Context: an optimization exercise on an open-source flow, tuned for small area. The choices shown serve that exercise and are no tape-out recipe.
Only simulation tests tie the RTL to the original design; equivalence was not proved.
No activity file was given, so power comes from the tool's default toggle rates.

==> trial 82: inputs <==
==> flow/design.v <==
module rwc_encode (
    input  wire [63:0] val,
    input  wire [3:0]  kind,
    input  wire        int64_mode,
    input  wire        dec,          
    input  wire [22:0] nf,           
    input  wire [5:0]  nsh,
    output wire [22:0] nfo,          
    output wire [63:0] w,
    output wire        sat
);
    wire        s    = val[63];
    wire [10:0] e    = val[62:52];
    wire [51:0] f    = val[51:0];
    wire        e_nz  = (e != 11'd0);
    wire        f_nz  = (f != 52'd0);
    wire        e_max = (e == 11'h7ff);
    wire        nan   = e_max & f_nz;
    wire [22:0] nfr;
    genvar j;
    generate
        for (j = 0; j < 23; j = j + 1) begin : g_nfr
            assign nfr[j] = nf[22-j];
            assign nfo[j] = v[63-j];
        end
    endgenerate
    wire [52:0] mant  = {dec ? nfr : {e_nz, f[51:30]}, f[29:0]};
    wire k_bool = kind[3];
    wire k_f32  = !kind[3] && (kind[2:0] == 3'd6);
    wire k_f64  = !kind[3] && (kind[2:0] == 3'd7);
    wire k_i64  = !kind[3] && (kind[2:1] == 2'b10);
    wire is_leg = k_i64 & !int64_mode;
    wire is_int = !kind[3] & (!kind[2] | (k_i64 & int64_mode));
    wire sgn    = !kind[0];
    wire w16    = (kind[2:1] == 2'b00);
    wire w32    = (kind[2:1] == 2'b01);
    wire ao38 = (&f[51:38]) & (|f[37:0]);
    wire ao37 = (&f[51:37]) & (|f[36:0]);
    wire ao22 = (&f[51:22]) & (|f[21:0]);
    wire ao21 = (&f[51:21]) & (|f[20:0]);
    reg over_t, under_t;
    always @* begin
        case ({w32, w16, sgn})
            3'b011:  begin over_t = (e >= 11'd1038) | ((e == 11'd1037) & ao38);
                           under_t = (e >= 11'd1039) | ((e == 11'd1038) & f_nz); end
            3'b010:  begin over_t = (e >= 11'd1039) | ((e == 11'd1038) & ao37);
                           under_t = e_nz | f_nz; end
            3'b101:  begin over_t = (e >= 11'd1054) | ((e == 11'd1053) & ao22);
                           under_t = (e >= 11'd1055) | ((e == 11'd1054) & f_nz); end
            3'b100:  begin over_t = (e >= 11'd1055) | ((e == 11'd1054) & ao21);
                           under_t = e_nz | f_nz; end
            3'b001:  begin over_t = (e >= 11'd1086);
                           under_t = (e >= 11'd1087) | ((e == 11'd1086) & f_nz); end
            default: begin over_t = (e >= 11'd1087);
                           under_t = e_nz | f_nz; end
        endcase
    end
    wire over  = !s & over_t & !nan;
    wire under =  s & under_t & !nan;
    assign sat = (is_int | is_leg) & (nan | over | under);
    wire e_ge_1075 = (e >= 11'd1075);
    wire e_lt_1022 = (e <  11'd1022);
    wire e_eq_1022 = (e == 11'd1022);
    wire e_ge_897  = (e >= 11'd897);
    wire e_lt_873  = (e <  11'd873);
    wire e_ge_1151 = (e >= 11'd1151);
    wire [5:0] p6  = (k_f32 ? 6'd30 : 6'd51) - e[5:0];    
    wire [5:0] pos = (k_f32 & e_ge_897) ? 6'd29 : p6;
    wire force0 = dec | k_f64 | (!k_f32 & e_ge_1075);     
    wire force1 = !dec & !k_f64 & (k_f32 ? e_lt_873 : e_lt_1022);  
    wire [54:0] th;                                       
    generate
        for (j = 0; j < 54; j = j + 1) begin : g_th
            assign th[j] = force1 | (!force0 & (pos > j));
        end
    endgenerate
    assign th[54] = 1'b0;
    wire [54:0] mm = {2'b00, mant};
    wire [63:0] mx = {11'd0, mant};
    wire [63:0] mr = {10'd0, mant, 1'b0};
    wire lsb    = mx[pos];
    wire rbit   = mr[pos] & !force0 & !force1;
    wire sticky = |(mant & th[53:1]);
    wire inc    = rbit & (sticky | lsb);
    wire        S   = s & is_int & !dec;
    wire [55:0] c;
    wire [54:0] z;
    assign c[0] = S ^ inc;
    generate
        for (j = 0; j < 55; j = j + 1) begin : g_chain
            wire t = mm[j] ^ S;
            assign c[j+1] = c[j] & (th[j] | t);
            assign z[j]   = !th[j] & (t ^ c[j]);
        end
    endgenerate
    wire cy = z[53];                                      
    wire e_eq_873 = (e == 11'd873);
    wire f_sub    = k_f32 & !e_ge_897;
    wire [5:0]  amt = dec ? nsh : (is_int | f_sub) ? ((is_int ? 6'd62 : 6'd41) - e[5:0]) :
                      (k_f32 ? 6'd40 : 6'd11);
    wire signed [65:0] zx = {z, 11'd0};
    wire signed [65:0] vs = zx >>> amt;
    wire [63:0] v = vs[63:0];
    wire pm1   = e_eq_1022 & !under;                      
    wire ovr   = nan | over | under | e_eq_1022;
    wire k_gen = over | (pm1 & f_nz & s);
    wire k_top = (over & !sgn) | (under & sgn) | (pm1 & f_nz & s);
    wire [63:0] kv;
    assign kv[0]     = over | (pm1 & f_nz);
    assign kv[14:1]  = {14{k_gen}};
    assign kv[15]    = w16 ? k_top : k_gen;
    assign kv[30:16] = {15{k_gen}};
    assign kv[31]    = kind[2] ? k_gen : k_top;
    assign kv[62:32] = {31{k_gen}};
    assign kv[63]    = k_top;
    wire        lov = is_leg & (nan | over | under | e_lt_1022 | (e_eq_1022 & !f_nz));
    wire [11:0] lk  = over  ? (sgn ? 12'h43e : 12'h43f) :
                      (under & sgn) ? 12'hc3e : 12'h000;
    wire        fov = nan | e_max | e_ge_1151 | e_eq_873;
    wire [31:0] fk  = nan ? 32'h7fc0_0000 :
                      (e_max | e_ge_1151) ? {s, 8'hff, 23'd0} : {s, 30'd0, f_nz};
    wire bnz = e_nz | f_nz;
    wire use_k = (is_int & ovr) | lov | (k_f32 & fov) | k_bool;
    wire [63:0] kk = is_int ? kv :
                     k_f32  ? {32'd0, fk} :
                     k_bool ? {63'd0, bnz} : {lk, 52'd0};
    wire [10:0] ep  = e + {10'd0, cy};
    wire [7:0]  e8  = ep[7:0] ^ 8'h80;
    wire        b64 = is_leg | k_f64;
    wire [63:0] vv;
    assign vv[22:0]  = v[22:0];
    assign vv[30:23] = (k_f32 & e_ge_897) ? e8 : v[30:23];
    assign vv[31]    = k_f32 ? s : v[31];
    assign vv[51:32] = v[51:32];
    assign vv[62:52] = b64 ? ep : v[62:52];
    assign vv[63]    = b64 ? s : v[63];
    assign w = use_k ? kk : vv;
endmodule
module rwc_f32_to_f64 (
    input  wire [31:0] b,
    input  wire [4:0]  lz,       
    input  wire [22:0] fn,       
    output reg  [63:0] d
);
    wire        s = b[31];
    wire [7:0]  e = b[30:23];
    wire [22:0] f = b[22:0];
    always @* begin
        if (e == 8'hff) begin
            if (f != 23'd0)
                d = 64'h7ff8_0000_0000_0000;
            else
                d = {s, 11'h7ff, 52'd0};
        end else if (e == 8'd0) begin
            if (f == 23'd0)
                d = {s, 63'd0};
            else
                d = {s, 11'd896 - {6'd0, lz}, fn, 29'd0};
        end else begin
            d = {s, e[7], {3{!e[7]}}, e[6:0], f, 29'd0};
        end
    end
endmodule
module rwc_codec (
    input  wire        clk,
    input  wire        rst_n,
    input  wire        in_valid,
    input  wire [31:0] cmd,
    input  wire        int64_mode,
    input  wire [8:0]  raw_len,
    input  wire [63:0] win,
    input  wire [63:0] val,
    output reg         out_valid,
    output wire [3:0]  status,       
    output wire        res_we,
    output wire [63:0] res,
    output wire [2:0]  res_type,
    output wire        out_we,
    output wire [2:0]  out_len,
    output wire [63:0] out_units
);
    wire [3:0] op   = cmd[3:0];
    wire [3:0] kind = cmd[7:4];
    wire       bo   = cmd[8];
    wire [1:0] wo   = cmd[10:9];
    wire [7:0] off  = cmd[23:16];
    wire hdr_ok = (cmd[15:11] == 5'd0) && (cmd[31:24] == 8'd0) &&
                  (!kind[3] || (kind[2:0] == 3'd0));
    wire is_nop = (cmd == 32'd0);
    wire is_dec = hdr_ok && (op == 4'h1);
    wire is_enc = hdr_ok && (op == 4'h2) && (off == 8'd0);
    wire is_ill = !(is_nop || is_dec || is_enc);
    wire k_bool = kind[3];
    wire k_f32  = !kind[3] && (kind[2:0] == 3'd6);
    wire k_f64  = !kind[3] && (kind[2:0] == 3'd7);
    wire k_i64  = !kind[3] && (kind[2:1] == 2'b10);       
    wire k1     = kind[3] || (kind[2:1] == 2'b00);
    wire k2     = !kind[3] && ((kind[2:1] == 2'b01) || (kind[2:0] == 3'd6));
    wire k4     = !k1 && !k2;
    wire k_sgn  = !kind[0];                               
    wire [7:0] base = k_bool ? 8'd0 : off;
    wire [9:0] dlen = {1'b0, raw_len} - {2'b00, base};    
    wire       dneg = dlen[9];
    wire       dsml = (dlen[8:2] == 7'd0);
    wire [3:0] miss;
    assign miss[0] = dneg | (dsml & (dlen[1:0] == 2'd0));
    assign miss[1] = dneg | (dsml & (dlen[1] == 1'b0));
    assign miss[2] = dneg | (dsml & (dlen[1:0] != 2'd3));
    assign miss[3] = dneg | dsml;
    wire short = k1 ? miss[0] : k2 ? miss[1] : miss[3];
    wire [15:0] u0 = miss[0] ? 16'h0000 : win[15:0];
    wire [15:0] u1 = miss[1] ? 16'h0000 : win[31:16];
    wire [15:0] b0 = wo[1] ? {u0[7:0], u0[15:8]} : u0;
    wire [15:0] b1 = wo[1] ? {u1[7:0], u1[15:8]} : u1;
    wire [31:0] fw = (wo[0] ^ bo) ? {b1, b0} : {b0, b1};
    wire [22:0] df = fw[22:0];
    reg  [4:0]  dlz;
    integer i;
    always @* begin
        dlz = 5'd23;
        for (i = 0; i < 23; i = i + 1)
            if (df[i]) dlz = 5'd22 - i[4:0];
    end
    wire [63:0] enc_w;
    wire        enc_sat;
    wire [22:0] nfn;
    wire dec_sel = op[0];             
    rwc_encode u_enc (
        .val(val), .kind(kind), .int64_mode(int64_mode),
        .dec(dec_sel), .nf(df), .nsh({1'b0, dlz} + 6'd1), .nfo(nfn),
        .w(enc_w), .sat(enc_sat)
    );
    wire [63:0] x_in;
    genvar g;
    generate
        for (g = 0; g < 4; g = g + 1) begin : g_in
            assign x_in[16*g +: 16] = dec_sel ? (miss[g] ? 16'h0000 : win[16*g +: 16])
                                              : enc_w[16*g +: 16];
        end
    endgenerate
    wire sw   = wo[1] & !k1;          
    wire arev = wo[0] ^ bo;           
    wire [15:0] a0 = sw ? {x_in[ 7: 0], x_in[15: 8]} : x_in[15: 0];
    wire [15:0] a1 = sw ? {x_in[23:16], x_in[31:24]} : x_in[31:16];
    wire [15:0] a2 = sw ? {x_in[39:32], x_in[47:40]} : x_in[47:32];
    wire [15:0] a3 = sw ? {x_in[55:48], x_in[63:56]} : x_in[63:48];
    wire [15:0] y0 = (k4 & !arev) ? a3 : (k2 & !arev) ? a1 : a0;
    wire [15:0] y1 = (k4 & !arev) ? a2 : arev ? a1 : a0;
    wire [15:0] y2 = arev ? a2 : a1;
    wire [15:0] y3 = arev ? a3 : a0;
    wire [63:0] y  = {y3, y2, y1, y0};
    wire [63:0] f32_as_f64;
    rwc_f32_to_f64 u_cvt32to64 (.b(y[31:0]), .lz(dlz), .fn(nfn), .d(f32_as_f64));
    wire d_ext16 = k1;                                    
    wire d_ext32 = !kind[3] && (kind[2:1] == 2'b01);      
    wire d_sgn   = k_sgn & !kind[3];
    wire ext16   = d_sgn & y[15];
    wire ext32   = d_sgn & y[31];
    wire bool_nz = (y[15:0] != 16'h0000);
    reg [63:0] dec_res;
    always @* begin
        if (k_f32)
            dec_res = f32_as_f64;
        else if (k_bool)
            dec_res = {63'd0, bool_nz};
        else if (d_ext16)
            dec_res = {{48{ext16}}, y[15:0]};
        else if (d_ext32)
            dec_res = {{32{ext32}}, y[31:0]};
        else
            dec_res = y;
    end
    wire [63:0] r_next = dec_sel ? dec_res : y;
    reg [2:0] dec_type;
    always @* begin
        if (k_bool)                  dec_type = 3'd4;
        else if (k_f32 | k_f64)      dec_type = 3'd3;
        else if (k_i64 & !int64_mode) dec_type = 3'd3;
        else if (kind[0])            dec_type = 3'd2;
        else                         dec_type = 3'd1;
    end
    wire [2:0] klen = {k4, k2, k1};
    reg [63:0] q_r;
    reg        q_dec, q_enc, q_flag;
    reg [2:0]  q_t;
    always @(posedge clk) begin
        if (!rst_n)
            out_valid <= 1'b0;
        else
            out_valid <= in_valid;
    end
    always @(posedge clk) begin
        q_r    <= r_next;
        q_dec  <= is_dec;
        q_enc  <= is_enc;
        q_flag <= is_ill | (is_dec & short) | (is_enc & enc_sat);
        q_t    <= dec_sel ? dec_type : klen;
    end
    assign res       = q_r;
    assign out_units = q_r;
    assign res_type  = q_t;
    assign out_len   = q_t;
    assign res_we    = q_dec;
    assign out_we    = q_enc;
    assign status    = {q_enc & q_flag, 1'b0, q_dec & q_flag, !q_dec & !q_enc & q_flag};
endmodule
==> flow/flow/run.sh <==
#!/bin/bash
# Layout flow: the standard ORFS flow with two changes.
#  1. Synthesis is the standard synthesis script (synth_recipe.tcl and ORFS's
#     synth.tcl) except for the ABC script used for technology mapping of the
#     combinational logic: flow/area.abc (AIG optimisation with &deepsyn, then
#     area-recovering &nf mapping) instead of ORFS's abc_area.script.
#     Registers are mapped by the same dfflibmap step, so their names and cells
#     are those of the standard synthesis.
#  2. Ports are buffered with sky130_fd_sc_hd__buf_1 (every input and output
#     still gets its buffer, as in the standard flow).
# Each tool's output is in the ORFS logs under orfs/logs/, and make's in flow.log.
set -euo pipefail
W=$(pwd)
F=$W/flow
sed 's#^\(\s*\)log_cmd abc {\*}\$abc_args#\1log_cmd abc -script '"$F"'/area.abc {*}[lrange $abc_args 2 end]#' \
    "$FLOW_HOME/scripts/synth.tcl" > "$W/synth_mod.tcl"
grep -q "area.abc" "$W/synth_mod.tcl"
sed 's#\$::env(SCRIPTS_DIR)/synth.tcl#'"$W"'/synth_mod.tcl#' synth_recipe.tcl > "$W/my_synth.tcl"
grep -q "synth_mod.tcl" "$W/my_synth.tcl"
sed 's#SYNTH_SCRIPT=[^ ]*#SYNTH_SCRIPT='"$W"'/my_synth.tcl#' standard.sh > "$W/my_standard.sh"
grep -q "my_synth.tcl" "$W/my_standard.sh"
export BUFFER_PORTS_ARGS="-buffer_cell sky130_fd_sc_hd__buf_1"
bash "$W/my_standard.sh" "$@" > "$W/flow.log" 2>&1
==> flow/flow/area.abc <==
strash
&get -n
&fraig -x
&put
scorr
dc2
strash
&get -n
&deepsyn -T 120
&put
&get -n
&dch -f
&nf -R 1000 -F 8 -A 4 -C 32
&put
==> flow/standard.sh <==
#!/bin/bash
# synth_recipe.tcl (not shown) runs the flow's synth.tcl, then flattens the netlist and writes it again
# the make line also repeats each setting of config.mk as NAME=value (left out here)
make -C /OpenROAD-flow-scripts/flow DESIGN_CONFIG=/design/flow/config.mk WORK_HOME=/design/flow/orfs CLKGATE_MAP_FILE= SYNTH_SCRIPT=/design/flow/synth_recipe.tcl "${@:-finish}"
==> flow/config.mk <==
export PLATFORM = sky130hd
export DESIGN_NAME = rwc_codec
export DESIGN_NICKNAME = rwc_codec
export VERILOG_FILES = /design/flow/design.v
export SDC_FILE = /design/flow/constraint.sdc
export NUM_CORES = 4
export LEC_CHECK = 0
export ABC_AREA = 1
export CAP_MARGIN = 20
export CORE_MARGIN = 2
export CORE_UTILIZATION = 45
export PLACE_DENSITY = 0.5
export SLEW_MARGIN = 20
==> flow/constraint.sdc <==
create_clock -name core_clock -period 35.0 [get_ports {clk}]
set_input_delay 7.0000 -clock core_clock [delete_from_list [all_inputs] [get_ports {clk}]]
set_output_delay 7.0000 -clock core_clock [all_outputs]
set_load 0.01 [all_outputs]
==> inputs of build 40, as changes to trial 82 <==
--- a/flow/design.v
+++ b/flow/design.v
@@ -271,18 +271,18 @@
             dec_res = y;
     end
     wire [63:0] r_next = dec_sel ? dec_res : y;
-    reg [2:0] dec_type;
+    reg [1:0] dec_t;
     always @* begin
-        if (k_bool)                  dec_type = 3'd4;
-        else if (k_f32 | k_f64)      dec_type = 3'd3;
-        else if (k_i64 & !int64_mode) dec_type = 3'd3;
-        else if (kind[0])            dec_type = 3'd2;
-        else                         dec_type = 3'd1;
+        if (k_bool)                   dec_t = 2'd3;       
+        else if (k_f32 | k_f64)       dec_t = 2'd2;       
+        else if (k_i64 & !int64_mode) dec_t = 2'd2;       
+        else if (kind[0])             dec_t = 2'd1;       
+        else                          dec_t = 2'd0;       
     end
-    wire [2:0] klen = {k4, k2, k1};
+    wire [1:0] len_t = k4 ? 2'd3 : k2 ? 2'd1 : 2'd0;
     reg [63:0] q_r;
     reg        q_dec, q_enc, q_flag;
-    reg [2:0]  q_t;
+    reg [1:0]  q_t;
     always @(posedge clk) begin
         if (!rst_n)
             out_valid <= 1'b0;
@@ -294,12 +294,13 @@
         q_dec  <= is_dec;
         q_enc  <= is_enc;
         q_flag <= is_ill | (is_dec & short) | (is_enc & enc_sat);
-        q_t    <= dec_sel ? dec_type : klen;
+        q_t    <= dec_sel ? dec_t : len_t;
     end
     assign res       = q_r;
     assign out_units = q_r;
-    assign res_type  = q_t;
-    assign out_len   = q_t;
+    wire [2:0] q_t3 = {q_t[1] & q_t[0], q_t[1] ^ q_t[0], !q_t[0]};
+    assign res_type  = q_t3;
+    assign out_len   = q_t3;
     assign res_we    = q_dec;
     assign out_we    = q_enc;
     assign status    = {q_enc & q_flag, 1'b0, q_dec & q_flag, !q_dec & !q_enc & q_flag};
--- a/flow/flow/run.sh
+++ b/flow/flow/run.sh
@@ -3,7 +3,7 @@
 #  1. Synthesis is the standard synthesis script (synth_recipe.tcl and ORFS's
 #     synth.tcl) except for the ABC script used for technology mapping of the
 #     combinational logic: flow/area.abc (AIG optimisation with &deepsyn, then
-#     area-recovering &nf mapping) instead of ORFS's abc_area.script.
+#     area-oriented amap mapping) instead of ORFS's abc_area.script.
 #     Registers are mapped by the same dfflibmap step, so their names and cells
 #     are those of the standard synthesis.
 #  2. Ports are buffered with sky130_fd_sc_hd__buf_1 (every input and output
==> flow/flow/area.abc (replaced) <==
strash
&get -n
&fraig -x
&put
scorr
dc2
strash
&get -n
&deepsyn -T 240
&put
strash
dch -f
amap -F 4 -A 8
==> key figures <==
Outcome
  – Result of the run: timing/DRC/antenna clean

Place
  – Placed cells: approximately 2.9k

Floorplanning
  – Well tap count: 390
  – Core Region: around 30000 um2
  – Die area: 31800 um2

Route
  – Met2 wirelength from detailed routing: 35300 um
  – DR vias/cell: around 7.1

Layout
  – Fraction of area in clock buffers and inverters: 1.97%
  – Biggest registers after layout: q_r: 64 flops, q_t: 3 flops
  – Antenna diode instance count: 1

Timing
  – Share of the clock period used by the worst path after layout: 87.6%

Yosys
  – Share of Yosys cell area claimed by the top area cell type: roughly 10%
  – Number of nets in the synthesized netlist: around 2.4k

GRT
  – Wire length of the first global-routing pass: between 100000 and 150000 um
  – Met3 demand-to-capacity share in global routing: 10.7%

Power and ir drop
  – Maximum ir drop on the vdd rail: 26.1 uV
  – Switching power total: between 0.0004 and 0.0005 W

Worst setup path
  – CP peak stage delay: 1040 ps
Source of the figures above: trial 82

==> key figures <==
Outcome
  – Result of the run: timing/DRC/antenna clean

GRT
  – Met3 demand-to-capacity share in global routing: about a quarter
  – Wire length of the first global-routing pass: between 100000 and 150000 um

Floorplanning
  – Die area: 30400 um2
  – Core Region: 28600 um2
  – Well tap count: ~380

Place
  – Placed cells: 2833

Route
  – DR vias/cell: between 7 and 8
  – Met2 wirelength from detailed routing: 30900 um

Layout
  – Antenna diode instance count: 3
  – Fraction of area in clock buffers and inverters: under 10%

Timing
  – Share of the clock period used by the worst path after layout: 89.4%
  – Least setup slack across all paths after layout: 3700 ps

Power and ir drop
  – Maximum ir drop on the vdd rail: slightly below 30 uV
  – Switching power total: 0.000411 W

Yosys
  – Share of Yosys cell area claimed by the top area cell type: 13.5%

Clocking
  – Clock tree from TritonCTS: built

Worst setup path
  – CP peak stage delay: roughly 800 ps
Source of the figures above: build 40

[what the ideal ports hide]
Ports are ideal in the flow. The routed layouts listed here were re-timed in OpenROAD. Step 1: set_driving_cell puts a clkbuf_16 on clk and a buf_2 on each other input, an assumption about the parent block. Step 2 moves the port delays by t, midway between the first and last clock arrival at a register: inputs arrive t later, outputs are due t later. That takes back most of the time a late clock gives input paths. a / b / c = ideal ports / drivers / drivers and shift; a / b = the first two.
run | t, ns | slack for setup (ns) | worst setup path after step 2 | worst register clock-pin slew, ns
trial 82 | 0.374 | 4.351 / 4.367 / 3.992 | input to register | 0.06 / 0.06
build 40 | 0.369 | 3.699 / 3.711 / 3.342 | input to register | 0.06 / 0.06
After both steps setup and hold are still met in every run listed. The setup slack of trial 82, which loses most, moves by +0.016 ns with the drivers and by -0.359 ns with both steps.
